This design comes from an exercise in tuning for small area, a short achievable clock period and few clock cycles per item on the open sky130 flow, not from production work.

==> inputs of build 2 <==
Design hdu_top, start of the top module:
module hdu_top (
    input  wire        clk,
    input  wire        rst,         
    input  wire        in_valid,
    output wire        in_ready,
    input  wire [31:0] in_cmd,
    input  wire [31:0] in_opa,
    input  wire [31:0] in_opb,
    output reg         out_valid,
    output wire [31:0] out_result,
    output wire [31:0] out_status
);
Settings: LEC_CHECK=0, CAP_MARGIN=20, CORE_MARGIN=2, CORE_UTILIZATION=40, SLEW_MARGIN=20; clock period 44.0 ns.
run.sh (not shown) runs the stock make flow with config.mk's settings and CLKGATE_MAP_FILE= SYNTH_SCRIPT=/design/flow/synth_recipe.tcl, a recipe that flattens the netlist after the stock synthesis.
==> build 25 (differences from build 2) <==
--- a/flow/design.v
+++ b/flow/design.v
@@ -358,50 +358,92 @@
                 default:     first1 = 3'd7;
             endcase
         end
     endfunction
     wire [2:0] kmax = first1(cxf);
     wire [2:0] kmin = first1(cnf);
     wire       bsel = (bp0 <= bp1);
     wire [4:0] vb   = bsel ? {bp1, 1'b1} : {bp0, 1'b0};
-    wire [5:0] d_hi = wc + (cfg_mod ? 6'd14 : 6'd8) - {1'b0, cfg_mod ? vmax : vb};
-    wire [5:0] d_lo = 6'd17 + {4'd0, c[31], 1'b0} + {1'b0, vmin} - wc;
-    wire       lo_w = cfg_mod && (d_lo <= d_hi);
-    wire [5:0] best_d = lo_w ? d_lo : d_hi;
-    wire [3:0] best_i = !cfg_mod ? {3'd0, bsel} : lo_w ? {1'b0, kmin} : {1'b1, kmax};
-    wire       dec_hit = (best_d <= cfg_thresh);
-    function [30:0] chip_of;
-        input       m;
-        input [3:0] i;
-        begin
-            if (!m) begin
-                chip_of = i[0] ? 31'h00007650 : 31'h000009af;
-            end else begin
-                case (i)
-                    4'h0: chip_of = 31'h6077ae6c;
-                    4'h1: chip_of = 31'h4e077ae6;
-                    4'h2: chip_of = 31'h6ce077ae;
-                    4'h3: chip_of = 31'h66ce077a;
-                    4'h4: chip_of = 31'h2e6ce077;
-                    4'h5: chip_of = 31'h7ae6ce07;
-                    4'h6: chip_of = 31'h77ae6ce0;
-                    4'h7: chip_of = 31'h077ae6ce;
-                    4'h8: chip_of = 31'h1f885193;
-                    4'h9: chip_of = 31'h31f88519;
-                    4'ha: chip_of = 31'h131f8851;
-                    4'hb: chip_of = 31'h1931f885;
-                    4'hc: chip_of = 31'h51931f88;
-                    4'hd: chip_of = 31'h051931f8;
-                    4'he: chip_of = 31'h0851931f;
-                    default: chip_of = 31'h78851931;
-                endcase
-            end
-        end
-    endfunction
+    wire [4:0] vsel = cfg_mod ? vmax : vb;
+    wire signed [7:0] k_hi = $signed({2'b00, wc}) + (cfg_mod ? 8'sd14 : 8'sd8)
+                             - $signed({2'b00, cfg_thresh});
+    wire signed [7:0] j_lo = $signed({2'b00, cfg_thresh}) + $signed({2'b00, wc})
+                             - 8'sd17 - $signed({6'd0, c[31], 1'b0});
+    wire       hit_hi = k_hi <= $signed({3'b000, vsel});
+    wire       hit_lo = cfg_mod && ($signed({3'b000, vmin}) <= j_lo);
+    wire [6:0] lo_sum = {2'b00, vmin} + {2'b00, vmax} + 7'd3 + {5'd0, c[31], 1'b0};
+    wire       lo_w   = lo_sum <= {wc, 1'b0};
+    wire       use_lo = hit_lo && lo_w;
+    wire       dec_hit = hit_hi || hit_lo;
+    wire [3:0] best_i = !cfg_mod ? {3'd0, bsel} : use_lo ? {1'b0, kmin} : {1'b1, kmax};
+    wire [4:0]  enc_i = {cfg_mod, c[3:0]};
+    wire [30:0] enc_chip;
+    localparam [31:0] CT0 = 32'hcf305555;
+    assign enc_chip[0] = CT0[enc_i];
+    localparam [31:0] CT1 = 32'h41be5555;
+    assign enc_chip[1] = CT1[enc_i];
+    localparam [31:0] CT2 = 32'h48b75555;
+    assign enc_chip[2] = CT2[enc_i];
+    localparam [31:0] CT3 = 32'h728d5555;
+    assign enc_chip[3] = CT3[enc_i];
+    localparam [31:0] CT4 = 32'he718aaaa;
+    assign enc_chip[4] = CT4[enc_i];
+    localparam [31:0] CT5 = 32'ha05f5555;
+    assign enc_chip[5] = CT5[enc_i];
+    localparam [31:0] CT6 = 32'h24dbaaaa;
+    assign enc_chip[6] = CT6[enc_i];
+    localparam [31:0] CT7 = 32'h39c65555;
+    assign enc_chip[7] = CT7[enc_i];
+    localparam [31:0] CT8 = 32'hf30c5555;
+    assign enc_chip[8] = CT8[enc_i];
+    localparam [31:0] CT9 = 32'h50afaaaa;
+    assign enc_chip[9] = CT9[enc_i];
+    localparam [31:0] CT10 = 32'h12edaaaa;
+    assign enc_chip[10] = CT10[enc_i];
+    localparam [31:0] CT11 = 32'h9c635555;
+    assign enc_chip[11] = CT11[enc_i];
+    localparam [31:0] CT12 = 32'hf906aaaa;
+    assign enc_chip[12] = CT12[enc_i];
+    localparam [31:0] CT13 = 32'h28d7aaaa;
+    assign enc_chip[13] = CT13[enc_i];
+    localparam [31:0] CT14 = 32'h09f6aaaa;
+    assign enc_chip[14] = CT14[enc_i];
+    localparam [31:0] CT15 = 32'h4eb10000;
+    assign enc_chip[15] = CT15[enc_i];
+    localparam [31:0] CT16 = 32'hfc030000;
+    assign enc_chip[16] = CT16[enc_i];
+    localparam [31:0] CT17 = 32'h14eb0000;
+    assign enc_chip[17] = CT17[enc_i];
+    localparam [31:0] CT18 = 32'h847b0000;
+    assign enc_chip[18] = CT18[enc_i];
+    localparam [31:0] CT19 = 32'h27d80000;
+    assign enc_chip[19] = CT19[enc_i];
+    localparam [31:0] CT20 = 32'h7e810000;
+    assign enc_chip[20] = CT20[enc_i];
+    localparam [31:0] CT21 = 32'h0af50000;
+    assign enc_chip[21] = CT21[enc_i];
+    localparam [31:0] CT22 = 32'h42bd0000;
+    assign enc_chip[22] = CT22[enc_i];
+    localparam [31:0] CT23 = 32'h936c0000;
+    assign enc_chip[23] = CT23[enc_i];
+    localparam [31:0] CT24 = 32'h3fc00000;
+    assign enc_chip[24] = CT24[enc_i];
+    localparam [31:0] CT25 = 32'h05fa0000;
+    assign enc_chip[25] = CT25[enc_i];
+    localparam [31:0] CT26 = 32'h21de0000;
+    assign enc_chip[26] = CT26[enc_i];
+    localparam [31:0] CT27 = 32'hc9360000;
+    assign enc_chip[27] = CT27[enc_i];
+    localparam [31:0] CT28 = 32'h9f600000;
+    assign enc_chip[28] = CT28[enc_i];
+    localparam [31:0] CT29 = 32'h827d0000;
+    assign enc_chip[29] = CT29[enc_i];
+    localparam [31:0] CT30 = 32'h906f0000;
+    assign enc_chip[30] = CT30[enc_i];
     wire is_hd  = s1_ok && s1_op == OP_HD;
     wire is_cfg = s1_ok && s1_op == OP_CFG;
     wire is_enc = s1_ok && s1_op == OP_ENC;
     wire is_dec = s1_ok && s1_op == OP_DEC;
     wire z4 = (c[31:4] == 28'd0);
     wire z1 = z4 && (c[3:1] == 3'd0);
     wire cfg_mod_ok = z1;
     wire cfg_thr_ok = s1_bz && (c[0] ? (!s1_b[5] || s1_b[4:0] == 5'd0)
@@ -440,17 +482,17 @@
                 end else if (is_enc) begin
                     if (!cfg_valid) begin
                         fault <= 1'b1;
                         cause <= C_NOT_CFG;
                     end else if (!enc_sym_ok) begin
                         fault <= 1'b1;
                         cause <= C_SYM_RANGE;
                     end else begin
-                        result <= chip_of(cfg_mod, c[3:0]);
+                        result <= enc_chip;
                         hit    <= 1'b0;
                     end
                 end else if (is_dec) begin
                     if (!cfg_valid) begin
                         fault <= 1'b1;
                         cause <= C_NOT_CFG;
                     end else if (dec_hit) begin
                         result <= {27'd0, best_i};
==> flow/flow/run.sh (new file) <==
#!/bin/bash
# The standard layout (standard.sh), with three changes to how the layout
# is made (constraints untouched):
#  - synthesis runs Yosys's synth with -noabc, so the full adders written in
#    the RTL reach extract_fa without the polarity changes abc -fast makes;
#  - ports are buffered with sky130_fd_sc_hd__buf_1;
#  - repair_timing over-fixes setup by the margin in flow/margin.txt.
set -o pipefail
export SETUP_SLACK_MARGIN=$(cat flow/margin.txt)
export BUFFER_PORTS_ARGS="-buffer_cell sky130_fd_sc_hd__buf_1"
bash standard.sh SYNTH_ARGS=-noabc finish > standard.log 2>&1
==> flow/flow/margin.txt (new file) <==
34
==> flow/standard.sh (new file) <==
#!/bin/bash
# synth_recipe.tcl (not shown) runs the flow's synth.tcl, then flattens the netlist and writes it again
# the make line also repeats each setting of config.mk as NAME=value (left out here)
make -C /OpenROAD-flow-scripts/flow DESIGN_CONFIG=/design/flow/config.mk WORK_HOME=/design/flow/orfs CLKGATE_MAP_FILE= SYNTH_SCRIPT=/design/flow/synth_recipe.tcl "${@:-finish}"
==> flow/config.mk (replaced) <==
export PLATFORM = sky130hd
export DESIGN_NAME = hdu_top
export DESIGN_NICKNAME = hdu_top
export VERILOG_FILES = /design/flow/design.v
export SDC_FILE = /design/flow/constraint.sdc
export NUM_CORES = 4
export LEC_CHECK = 0
export ABC_CLOCK_PERIOD_IN_PS = 9000
export CAP_MARGIN = 20
export CORE_MARGIN = 2
export CORE_UTILIZATION = 40
export SLEW_MARGIN = 20
removed: flow/run.sh
==> summary.txt <==
| metric | build 2 | build 25 |
|---|---|---|
| Outcome | complete, no violations | complete, no violations |
| Wire length per cell | 18.1 um | 18.6 um |
| Sequential portion of the cell area | 19.3% | 15.4% |
| Crit path launch | s1_x[0]$_DFF_P_ | cfg_thresh[1]$_SDFFE_PP0P_ |
| Routed WL | 29.9 mm | 30.0 mm |
| Fill count | 2447 | 2406 |
| Slowest-stage cell, CP | sky130_fd_sc_hd__o41ai_1 | sky130_fd_sc_hd__dfxtp_1 |
| Metal1 wirelength | 13.7 mm | 13.4 mm |
| FF+latch area | 0.00240 mm2 | 0.00180 mm2 |
| Synthesis-to-layout area growth | 21.2% | 15.4% |
| Worst hold slack | 449 ps | 468 ps |
| Pin count of the biggest net entering global routing | 47 | 67 |
| Clock network area share | 4.31% | 2.61% |
| Global routing met3 resource utilization | 3.79% | 3.15% |
| Critical Path Stages | 52 | 1 |
| Total Nets Final | 1580 | 1563 |
No run of this note included a check of the RTL's function; only the layout flow was run.

## afterwards: timing with drivers on the ports
Ports are ideal in the flow. The routed layouts listed here were re-timed in OpenROAD.
Step 1, drivers: a clkbuf_16 drives clk and a buf_2 each remaining input, both assumed.
Step 2 adds t to the input delays and takes it off the output delays; t is the mean of the earliest and latest rising clock arrival at the registers after step 1. Input paths then give back, and output paths get back, about the clock's delay inside the block.
a / b / c = no drivers / after step 1 / after step 2; a / b = the first two.
run | t, ns | setup slack, ns | clock arrival spread, ns | worst register clock-pin slew, ns
build 2 | 0.463 | 31.787 / 31.787 / 31.787 | 0.014 / 0.014 | 0.06 / 0.06
build 25 | 0.395 | 34.127 / 34.081 / 34.055 | 0.020 / 0.020 | 0.08 / 0.08
After both steps setup and hold are still met in every run listed. The setup slack of build 25, which loses most, moves by -0.046 ns with the drivers and by -0.072 ns with both steps.
